Source: an optimization exercise on an open RTL-to-GDS flow (aim: small area). Production flows keep margins and buffers that such runs may drop.
Only simulation tests tie the RTL to the original design; equivalence was not proved.
Power and IR drop assume default switching activity.

// spi_daq
module spi_daq #(
  parameter integer CLK_HZ = 50000000
) (
  input  wire          clk,
  input  wire          rst,
  input  wire          cmd_valid,
  output wire          cmd_ready,
  input  wire [31:0]   cmd_word,
  input  wire [31:0]   cfg_clock_hz,
  input  wire [7:0]    cfg_mode,
  input  wire          cfg_no_cs,
  input  wire          cfg_sync_enable,
  input  wire [31:0]   cfg_settle_frames,
  input  wire [31:0]   cfg_timeout_ms,
  input  wire [63:0]   now_ns,
  output reg           rsp_valid,
  output reg  [2:0]    rsp_code,
  output wire [63:0]   rsp_seq,
  output wire [63:0]   rsp_ts,
  output wire [255:0]  rsp_ch,
  output wire [191:0]  rsp_raw,
  output wire          sclk,
  output wire          mosi,
  output wire          cs_n,
  input  wire          miso,
  input  wire          drdy_n,
  output wire          sync_n
);
clock: 20.0 ns
lec_check: 0
cap_margin: 20
core_area: 4 4 228 228
die_area: 0 0 232 232
place_density: 0.6
slew_margin: 20
standard.sh (not shown) runs the stock make flow with config.mk's settings and CLKGATE_MAP_FILE= SYNTH_SCRIPT=/design/flow/synth_recipe.tcl, a recipe that flattens the netlist after the stock synthesis.
==> flow/flow/run.sh <==
#!/bin/bash
# Standard ORFS layout with buf_1 port buffers and a clock tree without dummy loads.
set -euo pipefail
export BUFFER_PORTS_ARGS="-buffer_cell sky130_fd_sc_hd__buf_1"
export CTS_ARGS="-sink_clustering_enable -repair_clock_nets -dont_use_dummy_load -buf_list sky130_fd_sc_hd__clkbuf_4 -sink_clustering_size 10 -sink_clustering_max_diameter 40 -balance_levels"
bash standard.sh > standard.log 2>&1
Next try:
==> flow/flow/run.sh (replaced) <==
#!/bin/bash
# Standard ORFS layout with buf_1 port buffers and a clock tree without dummy loads.
set -euo pipefail
export BUFFER_PORTS_ARGS="-buffer_cell sky130_fd_sc_hd__buf_1"
export CTS_ARGS="-sink_clustering_enable -repair_clock_nets -dont_use_dummy_load -buf_list {sky130_fd_sc_hd__clkbuf_2 sky130_fd_sc_hd__clkbuf_4} -sink_clustering_size 10 -sink_clustering_max_diameter 40"
bash standard.sh > standard.log 2>&1
Outcome:
- cell count does not change
- via count is unchanged
- clock skew is unchanged
- global-route usage does not change
- hold slack stays the same
- first-iteration DRC count does not change
- design area stays the same
- die area stays the same
- combinational power barely changes
- routed wire length does not change
- clock-buffer cell count stays the same
Next try:
==> flow/flow/run.sh (replaced) <==
#!/bin/bash
# Standard ORFS layout with buf_1 port buffers and a clock tree without dummy loads.
set -euo pipefail
export BUFFER_PORTS_ARGS="-buffer_cell sky130_fd_sc_hd__buf_1"
export CTS_ARGS="-sink_clustering_enable -repair_clock_nets -dont_use_dummy_load -buf_list sky130_fd_sc_hd__clkbuf_4 -sink_clustering_size 8 -sink_clustering_max_diameter 36"
bash standard.sh > standard.log 2>&1
--- a/flow/config.mk
+++ b/flow/config.mk
@@ -11 +11 @@
-export PLACE_DENSITY = 0.6
+export PLACE_DENSITY = 0.7
After rerunning: The changed run finished clean; area after synthesis does not change; maximum frequency goes down by 2.4%; total power increases by 2.6%; first-iteration DRC count came out lower by 1.2%.
Next try:
==> flow/flow/run.sh (replaced) <==
#!/bin/bash
# Standard ORFS layout with buf_1 port buffers and a clock tree without dummy loads.
set -euo pipefail
export BUFFER_PORTS_ARGS="-buffer_cell sky130_fd_sc_hd__buf_1"
export CTS_ARGS="-sink_clustering_enable -repair_clock_nets -dont_use_dummy_load -buf_list sky130_fd_sc_hd__clkbuf_4 -sink_clustering_size 10 -sink_clustering_max_diameter 40"
bash standard.sh > standard.log 2>&1
--- a/flow/config.mk
+++ b/flow/config.mk
@@ -11 +11 @@
-export PLACE_DENSITY = 0.7
+export PLACE_DENSITY = 0.6
Result: Setup slack improves by 280 ps. Die area is unchanged. Critical path depth fell by 2. Design area fell slightly. Cell count fell slightly. Area after synthesis is unchanged. Register-to-register slack improves by 280 ps. Utilization fell by 0.21 points. Routed wire length fell by a few percent.

* * *

## run A
The RTL this note starts from:
==> flow/design.v <==
module spi_daq #(
  parameter integer CLK_HZ = 50000000
) (
  input  wire          clk,
  input  wire          rst,
  input  wire          cmd_valid,
  output wire          cmd_ready,
  input  wire [31:0]   cmd_word,
  input  wire [31:0]   cfg_clock_hz,
  input  wire [7:0]    cfg_mode,
  input  wire          cfg_no_cs,
  input  wire          cfg_sync_enable,
  input  wire [31:0]   cfg_settle_frames,
  input  wire [31:0]   cfg_timeout_ms,
  input  wire [63:0]   now_ns,
  output reg           rsp_valid,
  output reg  [2:0]    rsp_code,
  output wire [63:0]   rsp_seq,
  output wire [63:0]   rsp_ts,
  output wire [255:0]  rsp_ch,
  output wire [191:0]  rsp_raw,
  output wire          sclk,
  output wire          mosi,
  output wire          cs_n,
  input  wire          miso,
  input  wire          drdy_n,
  output wire          sync_n
);
  localparam integer CYC_PER_MS = CLK_HZ / 1000;
  localparam integer HALF_NUM   = CLK_HZ / 2;       
  localparam [2:0] RC_OK        = 3'd0,
                   RC_INVALID   = 3'd1,
                   RC_ALREADY   = 3'd2,
                   RC_NOT_PERM  = 3'd3,
                   RC_TIMED_OUT = 3'd4,
                   RC_IO_FAIL   = 3'd6,
                   RC_REFUSED   = 3'd7;
  localparam [2:0] ST_CLR   = 3'd0,    
                   ST_IDLE  = 3'd1,
                   ST_PULSE = 3'd2,    
                   ST_WAIT  = 3'd3,    
                   ST_XFER  = 3'd4,    
                   ST_INC   = 3'd5,    
                   ST_CAPZ  = 3'd6;    
  reg  [2:0]   st;
  reg  [5:0]   ph;
  wire         ph31 = (ph == 6'd31);
  wire         ph63 = (ph == 6'd63);
  wire         seg0 = (ph[4:0] == 5'd0);
  wire s_clr  = (st == ST_CLR);
  wire s_idle = (st == ST_IDLE);
  wire s_pul  = (st == ST_PULSE);
  wire s_wait = (st == ST_WAIT);
  wire s_xfer = (st == ST_XFER);
  wire s_inc  = (st == ST_INC);
  wire s_capz = (st == ST_CAPZ);
  reg          is_open, started, host;
  reg          cpol, cpha, nocs, synce;
  reg  [24:0]  hz;
  reg  [24:0]  acc;
  reg  [8:0]   e;
  reg          tp, ma, got, sm;
  reg          ts_c, neq, sq_c;
  reg          d1, d2, d3;
  reg  [63:0]  sq, ts, cf;
  reg  [191:0] raw;
  always @(posedge clk) begin
    d1 <= drdy_n;
    d2 <= d1;
    d3 <= d2;
  end
  wire drdy_fall = d3 & ~d2;
  wire        accept  = cmd_valid & cmd_ready;
  wire [7:0]  op      = cmd_word[7:0];
  wire        p_bit   = cmd_word[11];
  wire        hi_zero = (cmd_word[31:12] == 20'd0) && (cmd_word[10:8] == 3'd0);
  wire        c_open  = hi_zero && op == 8'h30;
  wire        c_start = hi_zero && !p_bit && op == 8'h31;
  wire        c_read  = hi_zero && op == 8'h32;
  wire        c_raw   = hi_zero && op == 8'h33;
  wire        c_stop  = hi_zero && !p_bit && op == 8'h34;
  wire        c_close = hi_zero && !p_bit && op == 8'h35;
  assign cmd_ready = s_idle & ph63;
  wire [25:0] sum      = {1'b0, acc} + (s_xfer ? {1'b0, hz} : 26'd1);
  wire        e_done   = e[8] & e[7];                   
  wire        tick     = s_xfer ? (sum >= HALF_NUM) : (acc[15:0] == CYC_PER_MS - 1);
  wire        edge_now = s_xfer & tick & ~e_done;
  wire op_clr = ph[5] ? ~(s_wait | (host & s_xfer)) : (s_pul | s_capz);
  wire op_inc = ph[5] ? (s_wait & ma)               : (s_inc & ~host);
  wire c_eff  = seg0 ? op_inc : ts_c;
  wire t_bit  = op_clr ? 1'b0 : (ts[0] ^ c_eff);
  wire neq_n  = (seg0 ? 1'b0 : neq) | (t_bit ^ cf[0]);
  wire match  = ~neq_n;                                 
  wire got_now = got | drdy_fall;
  wire go_xfer = s_wait & ph63 & got;
  wire cap     = s_capz & ph63;
  wire tmo_hit = s_wait & ph63 & ~got & ma & match;
  wire sq_cin  = (ph == 6'd0) | sq_c;
  wire sq_bit  = s_clr ? 1'b0 : (sq[0] ^ (s_inc & sq_cin));
  wire load_cfg;
  wire [31:0] tmo_eff = (cfg_timeout_ms == 32'd0) ? 32'd2000 : cfg_timeout_ms;
  always @(posedge clk) begin
    sq   <= {sq_bit, sq[63:1]};
    sq_c <= sq[0] & sq_cin;
    ts <= {t_bit, ts[63:1]} | (now_ns & {64{cap}});
    ts_c <= ts[0] & c_eff;
    neq  <= neq_n;
    cf <= {cf[0] & is_open, cf[63:1]} | ({tmo_eff, cfg_settle_frames} & {64{load_cfg}});
  end
  wire sample = edge_now & (e[0] == cpha);
  wire raw_en = sample | s_clr;
  always @(posedge clk)
    if (raw_en)
      raw <= {raw[190:0], miso & ~s_clr};
  assign sclk = cpol ^ e[0];
  assign cs_n = ~(s_xfer & ~nocs);
  assign mosi = 1'b0;
  assign sync_n = ~s_pul;
  genvar gi;
  generate
    for (gi = 0; gi < 24; gi = gi + 1) begin : g_raw
      assign rsp_raw[8*gi +: 8] = raw[191 - 8*gi -: 8];
    end
    for (gi = 0; gi < 8; gi = gi + 1) begin : g_ch
      assign rsp_ch[32*gi +: 32] = {{8{raw[191 - 24*gi]}}, raw[191 - 24*gi -: 24]};
    end
  endgenerate
  assign rsp_seq = sq;
  assign rsp_ts  = ts;
  wire [24:0] hz_in = (cfg_clock_hz == 32'd0) ? 25'd1000000 :
                      (|cfg_clock_hz[31:25])  ? {25{1'b1}} : cfg_clock_hz[24:0];
  wire open_ok = accept & c_open & p_bit & ~is_open & (cfg_mode[7:2] == 6'd0);
  assign load_cfg = open_ok;
  reg  [2:0] st_n;
  reg        rv_n;
  reg  [2:0] rc_n;
  always @(*) begin
    st_n = st;
    rv_n = 1'b0;
    rc_n = RC_OK;
    case (st)
      ST_CLR:   if (acc[7] & acc[6]) st_n = ST_IDLE;
      ST_IDLE:  if (accept) begin
        rv_n = 1'b1;
        if (c_open) begin
          if (!p_bit)              rc_n = RC_INVALID;
          else if (is_open)        rc_n = RC_ALREADY;
          else if (cfg_mode[7:2] != 6'd0) rc_n = RC_IO_FAIL;
        end else if (c_start) begin
          if (!is_open)            rc_n = RC_NOT_PERM;
          else if (!started && synce) begin
            rv_n = 1'b0;
            st_n = ST_PULSE;
          end
        end else if (c_read) begin
          if (!p_bit)              rc_n = RC_INVALID;
          else if (!started)       rc_n = RC_NOT_PERM;
          else begin
            rv_n = 1'b0;
            st_n = ST_WAIT;
          end
        end else if (c_raw) begin
          if (!p_bit)              rc_n = RC_INVALID;
        end else if (c_stop) begin
        end else if (c_close) begin
          st_n = ST_CLR;
        end else
          rc_n = RC_REFUSED;
      end
      ST_PULSE: if (ph63 & acc[8] & acc[7] & acc[6]) begin
        if (sm) begin
          rv_n = 1'b1;
          st_n = ST_IDLE;
        end else
          st_n = ST_WAIT;
      end
      ST_WAIT: if (ph63) begin
        if (got)
          st_n = host ? ST_CAPZ : ST_XFER;
        else if (ma & match) begin
          rv_n = 1'b1;
          rc_n = RC_TIMED_OUT;
          st_n = ST_IDLE;
        end
      end
      ST_CAPZ: if (ph63) st_n = ST_XFER;
      ST_XFER: if (ph63 & e_done) begin
        rv_n = host;
        st_n = ST_INC;
      end
      ST_INC: if (ph63) begin
        if (host)
          st_n = ST_IDLE;
        else if (sm) begin
          rv_n = 1'b1;
          st_n = ST_IDLE;
        end else
          st_n = ST_WAIT;
      end
      default: st_n = ST_CLR;
    endcase
  end
  wire leave = (st_n != st);
  always @(posedge clk) begin
    if (rst) begin
      st        <= ST_CLR;
      ph        <= 6'd0;
      rsp_valid <= 1'b0;
      is_open   <= 1'b0;
      started   <= 1'b0;
      acc       <= 25'd0;
    end else begin
      st        <= st_n;
      ph        <= ph + 1'b1;
      rsp_valid <= rv_n;
      acc       <= (leave | tick | s_idle | s_inc) ? 25'd0 : sum[24:0];
      if (open_ok) begin
        is_open <= 1'b1;
        started <= 1'b0;
      end
      if (s_idle & accept) begin
        if (c_close) begin
          is_open <= 1'b0;
          started <= 1'b0;
        end
        if (c_stop)
          started <= 1'b0;
        if (c_start & is_open)
          started <= 1'b1;
      end
      if (tmo_hit & ~host)
        started <= 1'b0;
    end
  end
  always @(posedge clk) begin
    rsp_code <= rc_n;
    if (open_ok) begin
      cpol  <= cfg_mode[1];
      cpha  <= cfg_mode[0];
      nocs  <= cfg_no_cs;
      synce <= cfg_sync_enable;
      hz    <= hz_in;
    end
    if (s_idle & accept)
      host <= c_read;
    e   <= s_xfer ? e + edge_now : 9'd0;
    got <= s_wait & ~go_xfer & got_now;
    tp  <= s_wait & (tick | (tp & ~ph31));
    if (ph31) begin
      ma <= tp & s_wait;
      if (s_pul | s_inc)
        sm <= match;
    end
  end
endmodule
Settings: LEC_CHECK=0, CAP_MARGIN=20, CORE_MARGIN=2, CORE_UTILIZATION=40, PLACE_DENSITY=0.6, SLEW_MARGIN=20; clock period 20.0 ns.
==> flow/flow/run.sh <==
#!/bin/bash
# Standard ORFS layout with buf_1 port buffers and a clock tree without dummy loads.
set -euo pipefail
export BUFFER_PORTS_ARGS="-buffer_cell sky130_fd_sc_hd__buf_1"
export CTS_ARGS="-sink_clustering_enable -repair_clock_nets -dont_use_dummy_load -buf_list sky130_fd_sc_hd__clkbuf_16 -sink_clustering_size 40 -sink_clustering_max_diameter 80"
bash standard.sh > standard.log 2>&1
FAIL run A @ I/O pin placement (3_2_place_iop): tool exited with error
### run A -> run B
==> flow/flow/run.sh <==
#!/bin/bash
# Standard ORFS layout with buf_1 port buffers and a clock tree without dummy loads.
set -euo pipefail
export BUFFER_PORTS_ARGS="-buffer_cell sky130_fd_sc_hd__buf_1"
export CTS_ARGS="-sink_clustering_enable -repair_clock_nets -dont_use_dummy_load -buf_list sky130_fd_sc_hd__clkbuf_8 -sink_clustering_size 20 -sink_clustering_max_diameter 60"
bash standard.sh > standard.log 2>&1
Results
- Diff run B..run A | number of unique standard cell types used by synthesis | unchanged
- Diff run B..run A | effective utilization at floorplan | unchanged
- Comparing run B against run A, there is no change at all in cell area after synthesis.
- Run B never completed; the flow aborted with a tool error in I/O pin placement (3_2_place_iop).
Input changes introduced in run C (baseline for comparison: run B):
==> flow/flow/run.sh <==
#!/bin/bash
# Standard ORFS layout with buf_1 port buffers, synthesis buffers removed, a clock tree
# without dummy loads.
set -euo pipefail
export BUFFER_PORTS_ARGS="-buffer_cell sky130_fd_sc_hd__buf_1"
export CTS_ARGS="-sink_clustering_enable -repair_clock_nets -dont_use_dummy_load -buf_list sky130_fd_sc_hd__clkbuf_8 -sink_clustering_size 20 -sink_clustering_max_diameter 60"
export REMOVE_ABC_BUFFERS=1
bash standard.sh > standard.log 2>&1
--- a/flow/config.mk
+++ b/flow/config.mk
@@ -7,6 +7,6 @@
 export LEC_CHECK = 0
 export CAP_MARGIN = 20
-export CORE_MARGIN = 2
-export CORE_UTILIZATION = 40
+export CORE_AREA = 4 4 228 228
+export DIE_AREA = 0 0 232 232
 export PLACE_DENSITY = 0.6
 export SLEW_MARGIN = 20
- Run C: flow completed, timing, DRC and antenna clean
- Status(run B) = ERROR, stage = I/O pin placement (3_2_place_iop)
- When run C is measured against run B, its horizontal die dimension turns out 6.1% higher.
- Looking at run C and run B, the portion of the post-synthesis area used by sequential elements is a wash.
- Diff run B -> run C: vertical die dimension now sits higher; area share of xor/xnor cells in the synthesized design was more or less identical.
- Sort run C and run B by number of placement rows desc -> top: run C
- Run C -> run B: number of library cell types mapped by synthesis delta 0, exact match
## Diff of input files: run D against run C
==> flow/flow/run.sh <==
#!/bin/bash
# Standard ORFS layout with buf_1 port buffers and a clock tree without dummy loads.
set -euo pipefail
export BUFFER_PORTS_ARGS="-buffer_cell sky130_fd_sc_hd__buf_1"
export CTS_ARGS="-sink_clustering_enable -repair_clock_nets -dont_use_dummy_load -buf_list sky130_fd_sc_hd__clkbuf_8 -sink_clustering_size 20 -sink_clustering_max_diameter 60"
bash standard.sh > standard.log 2>&1
--- a/flow/config.mk
+++ b/flow/config.mk
@@ -7,6 +7,6 @@
 export LEC_CHECK = 0
 export CAP_MARGIN = 20
-export CORE_AREA = 4 4 228 228
-export DIE_AREA = 0 0 232 232
-export PLACE_DENSITY = 0.6
+export CORE_MARGIN = 2
+export CORE_UTILIZATION = 60
+export PLACE_DENSITY = 0.7
 export SLEW_MARGIN = 20
==> comparison <==
- [compare] base=run C new=run D: cell row count decreased about 20%, proportion of synthesized chip area in sequential cells has remained practically unchanged.
- Of run D and run C, only run D never reached the final stage.
- Run D ended with less floorplan die width than run C.
- Run D -> run C: fraction of the mapped netlist area in simple logic gates delta 0, exact match
- Re synthesized cell count: no difference whatsoever between run D and run C.

-- re-timing with driven ports --
In the flow no input, the clock included, has a driving cell. The finished layouts below were timed again as built, in two steps. Step 1 sets driving cells, clkbuf_16 on the clock port and buf_2 on the other inputs (assumed; they add their load-dependent delay and slew). Step 2, shift: input delay + t, output delay - t, t = (earliest + latest rising clock arrival at the registers) / 2. This alone moves slack from input paths to output paths. a / b / c = no drivers / after step 1 / after step 2; a / b = the first two.
run | t, ns | setup WS [ns] | clock arrival spread, ns
the first run of note 1 | 0.780 | 8.469 / 8.469 / 8.469 | 0.137 / 0.137
the second run of note 1 | 0.780 | 8.469 / 8.469 / 8.469 | 0.137 / 0.137
the third run of note 1 | 0.822 | 8.187 / 8.187 / 8.187 | 0.107 / 0.107
the fourth run of note 1 | 0.780 | 8.469 / 8.469 / 8.469 | 0.137 / 0.137
run C | 0.655 | 13.544 / 13.490 / 13.080 | 0.089 / 0.088
After both steps setup and hold are still met in every run listed. For run C, which loses most, drivers alone change the setup slack by -0.054 ns; drivers and shift together by -0.464 ns.
